Source: an optimization exercise on an open RTL-to-GDS flow (aim: small area and a short achievable clock period). Production flows keep margins and buffers that such runs may drop. Only simulation tests tie the RTL to the original design; equivalence was not proved.

$ cat design/flow/constraint.sdc
create_clock -name core_clock -period 65.0 [get_ports {clk}]
set_input_delay 13.0000 -clock core_clock [delete_from_list [all_inputs] [get_ports {clk}]]
set_output_delay 13.0000 -clock core_clock [all_outputs]
set_load 0.01 [all_outputs]
$ cat design/flow/config.mk
export PLATFORM = sky130hd
export DESIGN_NAME = seenc_top
export DESIGN_NICKNAME = seenc_top
export VERILOG_FILES = /design/flow/design.v
export SDC_FILE = /design/flow/constraint.sdc
export NUM_CORES = 4
export LEC_CHECK = 0
export CAP_MARGIN = 20
export CORE_MARGIN = 2
export CORE_UTILIZATION = 40
export SLEW_MARGIN = 20
$ cat design/flow/design.v
`default_nettype none
module seenc_condition (
    input  wire        prec,       
    input  wire        signed_c,   
    input  wire [62:0] kkey,       
    input  wire [63:0] b,
    output wire        s,
    output wire [62:0] key
);
    wire        sgn  = prec ? b[63] : b[31];
    wire [10:0] bexp;
    wire [51:0] frac;
    wire        is_max;            
    wire        is_zero_or_sub;    
    assign bexp = prec ? b[62:52] : ({3'b000, b[30:23]} + 11'd896);
    assign frac = prec ? b[51:0]  : {b[22:0], 29'b0};
    assign is_max = prec ? (b[62:52] == 11'h7ff) : (b[30:23] == 8'hff);
    assign is_zero_or_sub = prec ? (b[62:52] == 11'd0) : (b[30:23] == 8'd0);
    wire is_nan = is_max && (frac != 52'd0);
    wire is_inf = is_max && (frac == 52'd0);
    wire [62:0] mag = is_zero_or_sub ? 63'd0 : {bexp, frac};
    wire [62:0] clamped = is_inf ? kkey : ((mag > kkey) ? kkey : mag);
    assign s   = is_nan ? 1'b0 : (signed_c ? sgn : 1'b0);
    assign key = is_nan ? 63'd0 : ((!signed_c && sgn) ? 63'd0 : clamped);
endmodule
module seenc_rhu (
    input  wire        [62:0] key,
    input  wire signed [13:0] sd,
    output reg         [24:0] q
);
    wire        [52:0] sig = {1'b1, key[51:0]};
    wire signed [13:0] r = sd + 14'sd1075 - $signed({3'b000, key[62:52]});
    reg         [54:0] sum;
    always @(*) begin
        sum = 55'd0;
        q   = 25'd0;
        if (key == 63'd0 || r > 14'sd54) begin
            q = 25'd0;
        end else if (r < 14'sd1) begin
            q = 25'h1ffffff;
        end else begin
            sum = {2'b00, sig} + (55'd1 << (r - 14'sd1));
            q   = sum >> r;
        end
    end
endmodule
module seenc_quantizer (
    input  wire        [62:0] kx,
    input  wire        [62:0] ky,
    input  wire        [62:0] kz,
    input  wire        [6:0]  bias,
    input  wire        [4:0]  mbits,
    input  wire        [6:0]  max_bexp,
    output wire        [6:0]  e,
    output wire        [17:0] mx,
    output wire        [17:0] my,
    output wire        [17:0] mz
);
    wire [62:0] kxy  = (kx > ky) ? kx : ky;
    wire [62:0] kmax = (kxy > kz) ? kxy : kz;
    wire signed [13:0] floor_in = -$signed({7'd0, bias}) - 14'sd1;
    wire signed [13:0] log2max  = $signed({3'b000, kmax[62:52]}) - 14'sd1023;
    wire signed [13:0] t = (kmax == 63'd0 || log2max < floor_in) ? floor_in : log2max;
    wire signed [13:0] e0 = t + 14'sd1 + $signed({7'd0, bias});
    wire signed [13:0] sd0 = e0 - $signed({7'd0, bias}) - $signed({9'd0, mbits});
    wire [24:0] maxm;
    seenc_rhu u_rhu_max (.key(kmax), .sd(sd0), .q(maxm));
    wire [24:0] mvals = 25'd1 << mbits;
    wire signed [13:0] e1 = (maxm == mvals) ? (e0 + 14'sd1) : e0;
    wire signed [13:0] es = (e1 > $signed({7'd0, max_bexp})) ? $signed({7'd0, max_bexp}) : e1;
    wire signed [13:0] sd = es - $signed({7'd0, bias}) - $signed({9'd0, mbits});
    wire [24:0] max_mant = mvals - 25'd1;
    wire [24:0] qx, qy, qz;
    seenc_rhu u_rhu_x (.key(kx), .sd(sd), .q(qx));
    seenc_rhu u_rhu_y (.key(ky), .sd(sd), .q(qy));
    seenc_rhu u_rhu_z (.key(kz), .sd(sd), .q(qz));
    wire [24:0] cx = (qx > max_mant) ? max_mant : qx;
    wire [24:0] cy = (qy > max_mant) ? max_mant : qy;
    wire [24:0] cz = (qz > max_mant) ? max_mant : qz;
    assign e  = es[6:0];
    assign mx = cx[17:0];
    assign my = cy[17:0];
    assign mz = cz[17:0];
endmodule
module seenc_encoder (
    input  wire [2:0]  codec,
    input  wire        prec,
    input  wire        signed_c,
    input  wire [62:0] kkey,
    input  wire [6:0]  bias,
    input  wire [4:0]  mbits,
    input  wire [6:0]  max_bexp,
    input  wire [63:0] in_x,
    input  wire [63:0] in_y,
    input  wire [63:0] in_z,
    output reg  [31:0] word_a,
    output reg  [31:0] word_b
);
    wire        sx, sy, sz;
    wire [62:0] kx, ky, kz;
    seenc_condition u_cx (.prec(prec), .signed_c(signed_c), .kkey(kkey), .b(in_x), .s(sx), .key(kx));
    seenc_condition u_cy (.prec(prec), .signed_c(signed_c), .kkey(kkey), .b(in_y), .s(sy), .key(ky));
    seenc_condition u_cz (.prec(prec), .signed_c(signed_c), .kkey(kkey), .b(in_z), .s(sz), .key(kz));
    wire [6:0]  e;
    wire [17:0] mx, my, mz;
    seenc_quantizer u_q (
        .kx(kx), .ky(ky), .kz(kz),
        .bias(bias), .mbits(mbits), .max_bexp(max_bexp),
        .e(e), .mx(mx), .my(my), .mz(mz)
    );
    always @(*) begin
        word_a = 32'd0;
        word_b = 32'd0;
        case (codec)
            3'd0: word_a = {e[4:0], mz[8:0], my[8:0], mx[8:0]};
            3'd1: word_a = {e[4:0], sz, mz[7:0], sy, my[7:0], sx, mx[7:0]};
            3'd2: word_a = {e[1:0], sz, mz[8:0], sy, my[8:0], sx, mx[8:0]};
            3'd3: begin
                word_a = {e[5:0], my[12:0], mx[12:0]};
                word_b = {16'd0, sz, sy, sx, mz[12:0]};
            end
            3'd4: begin
                word_a = {e[0], sz, sy, sx, my[13:0], mx[13:0]};
                word_b = {16'd0, e[2:1], mz[13:0]};
            end
            3'd5: begin
                word_a = {my[13:0], mx[17:0]};
                word_b = {e[6:0], sz, sy, sx, mz[17:0], my[17:14]};
            end
            default: begin
                word_a = 32'd0;
                word_b = 32'd0;
            end
        endcase
    end
endmodule
`default_nettype wire
`default_nettype none
module seenc_to_ieee (
    input  wire               prec,    
    input  wire               s,
    input  wire        [17:0] m,
    input  wire signed [9:0]  t,
    output reg         [63:0] f
);
    reg        [4:0]  lz;      
    reg        [17:0] mn;      
    reg signed [11:0] ex;      
    integer i;
    always @(*) begin
        lz = 5'd18;
        for (i = 0; i < 18; i = i + 1)
            if (m[i]) lz = 5'd17 - i[4:0];
        mn = m << lz;
        ex = $signed({{2{t[9]}}, t}) + 12'sd17 - $signed({7'd0, lz});
        if (m == 18'd0) begin
            f = prec ? {s, 63'd0} : {32'd0, s, 31'd0};
        end else if (prec) begin
            f = {s, ex[10:0] + 11'd1023, mn[16:0], 35'd0};
        end else begin
            f = {32'd0, s, ex[7:0] + 8'd127, mn[16:0], 6'd0};
        end
    end
endmodule
module seenc_decoder (
    input  wire [2:0]  codec,
    input  wire        prec,
    input  wire [6:0]  bias,
    input  wire [4:0]  mbits,
    input  wire [31:0] in_a,
    input  wire [31:0] in_b,
    output wire [63:0] out_x,
    output wire [63:0] out_y,
    output wire [63:0] out_z
);
    reg [6:0]  e;
    reg [17:0] mx, my, mz;
    reg        sx, sy, sz;
    always @(*) begin
        e = 7'd0;
        mx = 18'd0; my = 18'd0; mz = 18'd0;
        sx = 1'b0;  sy = 1'b0;  sz = 1'b0;
        case (codec)
            3'd0: begin
                e  = {2'd0, in_a[31:27]};
                mz = {9'd0, in_a[26:18]};
                my = {9'd0, in_a[17:9]};
                mx = {9'd0, in_a[8:0]};
            end
            3'd1: begin
                e  = {2'd0, in_a[31:27]};
                sz = in_a[26]; mz = {10'd0, in_a[25:18]};
                sy = in_a[17]; my = {10'd0, in_a[16:9]};
                sx = in_a[8];  mx = {10'd0, in_a[7:0]};
            end
            3'd2: begin
                e  = {5'd0, in_a[31:30]};
                sz = in_a[29]; mz = {9'd0, in_a[28:20]};
                sy = in_a[19]; my = {9'd0, in_a[18:10]};
                sx = in_a[9];  mx = {9'd0, in_a[8:0]};
            end
            3'd3: begin
                e  = {1'd0, in_a[31:26]};
                my = {5'd0, in_a[25:13]};
                mx = {5'd0, in_a[12:0]};
                sz = in_b[15]; sy = in_b[14]; sx = in_b[13];
                mz = {5'd0, in_b[12:0]};
            end
            3'd4: begin
                e  = {4'd0, in_b[15:14], in_a[31]};
                sz = in_a[30]; sy = in_a[29]; sx = in_a[28];
                my = {4'd0, in_a[27:14]};
                mx = {4'd0, in_a[13:0]};
                mz = {4'd0, in_b[13:0]};
            end
            3'd5: begin
                my = {in_b[3:0], in_a[31:18]};
                mx = in_a[17:0];
                e  = in_b[31:25];
                sz = in_b[24]; sy = in_b[23]; sx = in_b[22];
                mz = in_b[21:4];
            end
            default: ;
        endcase
    end
    wire signed [9:0] t = $signed({3'd0, e}) - $signed({3'd0, bias}) - $signed({5'd0, mbits});
    seenc_to_ieee u_x (.prec(prec), .s(sx), .m(mx), .t(t), .f(out_x));
    seenc_to_ieee u_y (.prec(prec), .s(sy), .m(my), .t(t), .f(out_y));
    seenc_to_ieee u_z (.prec(prec), .s(sz), .m(mz), .t(t), .f(out_z));
endmodule
`default_nettype wire
`default_nettype none
module seenc_core (
    input  wire [7:0]  cmd,
    input  wire [63:0] in_x,
    input  wire [63:0] in_y,
    input  wire [63:0] in_z,
    input  wire [31:0] in_a,
    input  wire [31:0] in_b,
    output wire [31:0] out_a,
    output wire [31:0] out_b,
    output wire [63:0] out_x,
    output wire [63:0] out_y,
    output wire [63:0] out_z,
    output wire        err
);
    wire [2:0] codec = cmd[2:0];
    wire       dir   = cmd[3];
    wire       prec  = cmd[4];
    wire       legal = (cmd[7:5] == 3'd0) && (codec <= 3'd5) && (!prec || codec == 3'd5);
    reg [6:0]  bias;
    reg [4:0]  mbits;
    reg [6:0]  max_bexp;
    reg        signed_c;
    reg [62:0] kkey;
    always @(*) begin
        case (codec)
            3'd0: begin bias = 7'd15; mbits = 5'd9;  max_bexp = 7'd31;  signed_c = 1'b0; kkey = {11'd1038, 8'd255,    44'd0}; end
            3'd1: begin bias = 7'd15; mbits = 5'd8;  max_bexp = 7'd31;  signed_c = 1'b1; kkey = {11'd1038, 7'd127,    45'd0}; end
            3'd2: begin bias = 7'd1;  mbits = 5'd9;  max_bexp = 7'd3;   signed_c = 1'b1; kkey = {11'd1023, 52'd0};            end
            3'd3: begin bias = 7'd31; mbits = 5'd13; max_bexp = 7'd63;  signed_c = 1'b1; kkey = {11'd1054, 12'd4095,   40'd0}; end
            3'd4: begin bias = 7'd3;  mbits = 5'd14; max_bexp = 7'd7;   signed_c = 1'b1; kkey = {11'd1027, 52'd0};            end
            default: begin
                      bias = 7'd63; mbits = 5'd18; max_bexp = 7'd127; signed_c = 1'b1; kkey = {11'd1086, 17'd131071, 35'd0}; end
        endcase
    end
    wire [31:0] enc_a, enc_b;
    seenc_encoder u_enc (
        .codec(codec), .prec(prec), .signed_c(signed_c), .kkey(kkey),
        .bias(bias), .mbits(mbits), .max_bexp(max_bexp),
        .in_x(in_x), .in_y(in_y), .in_z(in_z),
        .word_a(enc_a), .word_b(enc_b)
    );
    wire [63:0] dec_x, dec_y, dec_z;
    seenc_decoder u_dec (
        .codec(codec), .prec(prec), .bias(bias), .mbits(mbits),
        .in_a(in_a), .in_b(in_b),
        .out_x(dec_x), .out_y(dec_y), .out_z(dec_z)
    );
    wire do_enc = legal && !dir;
    wire do_dec = legal && dir;
    assign out_a = do_enc ? enc_a : 32'd0;
    assign out_b = do_enc ? enc_b : 32'd0;
    assign out_x = do_dec ? dec_x : 64'd0;
    assign out_y = do_dec ? dec_y : 64'd0;
    assign out_z = do_dec ? dec_z : 64'd0;
    assign err   = !legal;
endmodule
`default_nettype wire
`default_nettype none
module seenc_top (
    input  wire        clk,
    input  wire        rst,         
    input  wire        in_valid,
    input  wire [7:0]  cmd,
    input  wire [63:0] in_x,
    input  wire [63:0] in_y,
    input  wire [63:0] in_z,
    input  wire [31:0] in_a,
    input  wire [31:0] in_b,
    output reg         out_valid,
    output reg  [31:0] out_a,
    output reg  [31:0] out_b,
    output reg  [63:0] out_x,
    output reg  [63:0] out_y,
    output reg  [63:0] out_z,
    output reg         err
);
    reg        v_q;
    reg [7:0]  cmd_q;
    reg [63:0] x_q, y_q, z_q;
    reg [31:0] a_q, b_q;
    always @(posedge clk) begin
        if (rst) v_q <= 1'b0;
        else     v_q <= in_valid;
        cmd_q <= cmd;
        x_q   <= in_x;
        y_q   <= in_y;
        z_q   <= in_z;
        a_q   <= in_a;
        b_q   <= in_b;
    end
    wire [31:0] c_a, c_b;
    wire [63:0] c_x, c_y, c_z;
    wire        c_err;
    seenc_core u_core (
        .cmd(cmd_q), .in_x(x_q), .in_y(y_q), .in_z(z_q), .in_a(a_q), .in_b(b_q),
        .out_a(c_a), .out_b(c_b), .out_x(c_x), .out_y(c_y), .out_z(c_z), .err(c_err)
    );
    always @(posedge clk) begin
        if (rst) out_valid <= 1'b0;
        else     out_valid <= v_q;
        out_a <= c_a;
        out_b <= c_b;
        out_x <= c_x;
        out_y <= c_y;
        out_z <= c_z;
        err   <= c_err;
    end
endmodule
`default_nettype wire
$ cat design/flow/run.sh
#!/bin/bash
# synth_recipe.tcl (not shown) runs the flow's synth.tcl, then flattens the netlist and writes it again
# the make line also repeats each setting of config.mk as NAME=value (left out here)
make -C /OpenROAD-flow-scripts/flow DESIGN_CONFIG=/design/flow/config.mk WORK_HOME=/design/flow/orfs CLKGATE_MAP_FILE= SYNTH_SCRIPT=/design/flow/synth_recipe.tcl finish
==> out/qor.csv <==
metric,value,unit
fmax,19.58,MHz
reg-to-reg setup timing slack,13.94,ns
filler cell count,16470,
Vias per Instance,6.466,
GP Congestion,1.068,
Die X,405.1,µm
H-tree levels,2,
FF/Latch Area,0.009940,mm²
clk latency of the worst-skew pair,0.73,ns
start point of the critical path,cmd_q[4],
fin area,0.07363,mm²
CP Max Fanout,95,
crit path capture type,register,
Hold Path Class,reg -> reg,
CTS buffer count,53,
area of the multi-input gates,0.05137,mm²
Area Growth Syn to Fin,14.44,%
DRT antenna net count,0,
"CP delay by family, top",compound AO/OA/AOI/OAI gates,
synth top area cells,"dfxtp_1, ha_1, nor2_1",
synthesized cell area,0.06434,mm²
Die Y,405.1,µm
max cap viols,0,
Residual DRC,0,
critical path endpoint,out_a[15],
site row count,147,
placed cell area,0.07173,mm²
drt initial violations,9850,
worst r2r path cells,184,
vias in the first global route,69700,
CTS tree,yes,
minimum clock period after layout,51.06,ns
fraction of registers with async set/reset,0,
# port buffers,497,
RR Endpoint,out_a[15],
Yosys top cell by area,dfxtp_1,
CP Depth,184,
Post-synth EDFFs,0,
Total Nets Final,10280,
fraction of layout cells with a size suffix above 1,0.06525,
post-synth cell types,127,
Critical Path AT,51.66,ns
WL final,336100,µm
hold-fix buffers at CTS,0,
I/O pins,525,
Slew headroom,0.1372,
Synth Register Bits,496,
synth warn,6,
Syn Inst Count,9128,
first-pass GRT wire length,480200,µm
slowest library cell on the worst path,nor3_1,
Clock transition at path regs,0.07,ns
CTS sink cnt,496,
core area,0.1602,mm²
setup TNS,0,ns
CP max stage delay,1.04,ns
average cell area after synthesis,7.049,µm²
WHS,0.4435,ns
ys flop type,dfxtp_1,
initial core utilization,0.4016,
period utilisation layout,0.7856,
FF-to-FF Start,cmd_q[4],
Clock Skew,0.06143,ns
Resized Gates After CTS,0,
Crit path required time,65.60,ns
routed vias,74980,
Post-CTS Setup Bufs,0,
GR Overflow Total,0,
HPWL after DPL,274100,µm
largest net degree at the start of global routing,96,
Clock Path Buffers,3,
kind of critical path,reg -> reg,
CP Launch Type,register,
DR pass1 iterations,6,
drt wl/cell,28.98,µm
status,"complete, no violations",
sequential share of the synthesized area,0.1543,
initial antenna violation count,21,
CP most frequent cell,a21oi_1,
root buffer cell,clkbuf_16,
"Slew Viols, Final",0,
Total GRT Usage,0.3909,
RSZ-0062 raised after global routing,false,
post-synth top area share,0.1543,
DIE AREA,0.1641,mm²
Final setup viols,0,
WP buf/inv,6,
Least-Margin Pin Slew,1.281,ns
final hold vios,0,
-- placed cells by master, fill, tap and decap left out, types with 63 or more instances in the layout --
master / count
and3_1: 93
and2_1: 77
inv_1: 355
mux2i_1: 350
o21bai_1: 95
nor3_1: 271
a21o_1: 203
clkdlybuf4s50_1: 497
nor2_1: 1111
or3_1: 89
o211ai_1: 100
o21a_1: 87
nand4_1: 137
a31oi_1: 114
o31ai_1: 76
xnor2_1: 211
buf_4: 178
nor4_1: 97
conb_1: 69
nand2_1: 981
dfxtp_1: 492
a21oi_1: 763
xor2_1: 81
nor2b_1: 101
a211oi_1: 104
or2_2: 63
nand2b_1: 93
mux2_2: 124
ha_1: 597
o21ai_0: 577
nand3_1: 221
-- flip-flops by register name, summed over array words and instances (netlist names) --
| signal | cells |
|---|---|
| out_z | 55 |
| out_a | 32 |
| z_q | 64 |
| a_q | 32 |
| y_q | 64 |
| out_b | 32 |
| out_y | 55 |
| v_q | 1 |
| cmd_q | 8 |
| b_q | 32 |
| x_q | 64 |
| out_valid | 1 |
| out_x | 55 |
| err | 1 |
-- cells in the mapped netlist, types with 77 or more instances --
library cell	number
o21bai_1	95
and3_1	93
o31ai_1	77
xor2_1	88
or3_1	89
mux2_2	124
o21a_1	87
a21oi_1	763
nand2b_1	93
nor2b_1	102
ha_1	600
o21ai_0	584
nand2_1	981
a31oi_1	114
xnor2_1	226
a21o_1	203
clkbuf_1	400
nand4_1	137
mux2i_1	350
a211oi_1	104
nor4_1	98
nand3_1	221
o211ai_1	100
dfxtp_1	496
nor3_1	273
inv_1	357
and2_1	77
nor2_1	1115
-- how the worst min path moves through the flow --
stage | start | end | slack (ns) | cells after the start
3_3_place_gp | v_q | out_valid | 0.43 | 1
6_report | v_q | out_valid | 0.44 | 1
5_1_grt | v_q | out_valid | 0.48 | 1
4_1_cts | v_q | out_valid | 0.45 | 1
2_1_floorplan | v_q | out_valid | 0.41 | 1
3_5_place_dp | v_q | out_valid | 0.44 | 1
-- per-layer routing --
| layer | up-vias | global-route usage | part of all wire | wire, µm |
|---|---|---|---|---|
| li1 | 33900 | - | - | - |
| met1 | 35750 | 0.5037 | 0.40 | 136000 |
| met2 | 4447 | 0.6082 | 0.43 | 145200 |
| met3 | 872 | 0.08905 | 0.10 | 34480 |
| met4 | 12 | 0.1989 | 0.061 | 20380 |
| met5 | - | 0 | 0.00025 | 85 |
-- stage by stage --
| step | setup WS (ns) | util | std cells |
|---|---|---|---|
| finish | 13.94 | 0.4596 | 11600 |
| detailed placement | 15.60 | 0.4478 | 11490 |
| global placement | 16.01 | 0.4477 | 11490 |
| global route | 11.10 | 0.4596 | 11590 |
| floorplan | 23.90 | - | 9195 |
| CTS | 15.50 | 0.4594 | 11590 |
-- final cells by class --
class | instances | share of cell area
clock inverters | 29 | 0.005200
clock buffers | 69 | 0.02019
flip-flops and latches | 496 | 0.1350
multi-input cells | 7780 | 0.6977
inverters | 377 | 0.01922
diodes | 10 | 0.0003398
well taps | 2160 | 0.03670
repair buffers | 675 | 0.08571
-- cell families (layout without fill, tap and decap cells) --
logic type / count (synthesis) / count (layout) / synth area share
AOI/OAI and AO/OA: 2786 / 2786 / 0.2853
xor gates and xnor gates: 316 / 316 / 0.04344
adders and majority gates: 637 / 637 / 0.1271
buffers and inverters: 919 / 1150 / 0.05686
DFF: 496 / 496 / 0.1543
muxes: 490 / 490 / 0.08132
other: 2 / 79 / 0.0001167
and+or+nand+nor: 3482 / 3482 / 0.2515

==> afterwards: timing with drivers on the ports <==
How much do the figures lean on ideal ports? The routed layout below was timed once more, with nothing changed but the port constraints.
Step 1: set_driving_cell puts a clkbuf_16 on clk and a buf_2 on each other input, an assumption about the parent block.
Step 2, shift: input delay + t, output delay - t, t = (earliest + latest rising clock arrival at the registers) / 2. This alone moves slack from input paths to output paths.
Three values: no drivers, after step 1, after step 2; two values: the first two.
shift t [ns]: 0.784
setup WS [ns]: 13.939 / 13.939 / 13.939
cell pins on the clock port's net: 1
After both steps setup and hold are still met in this run. The setup slack of this run moves by 0.000 ns with the drivers and by 0.000 ns with both steps.
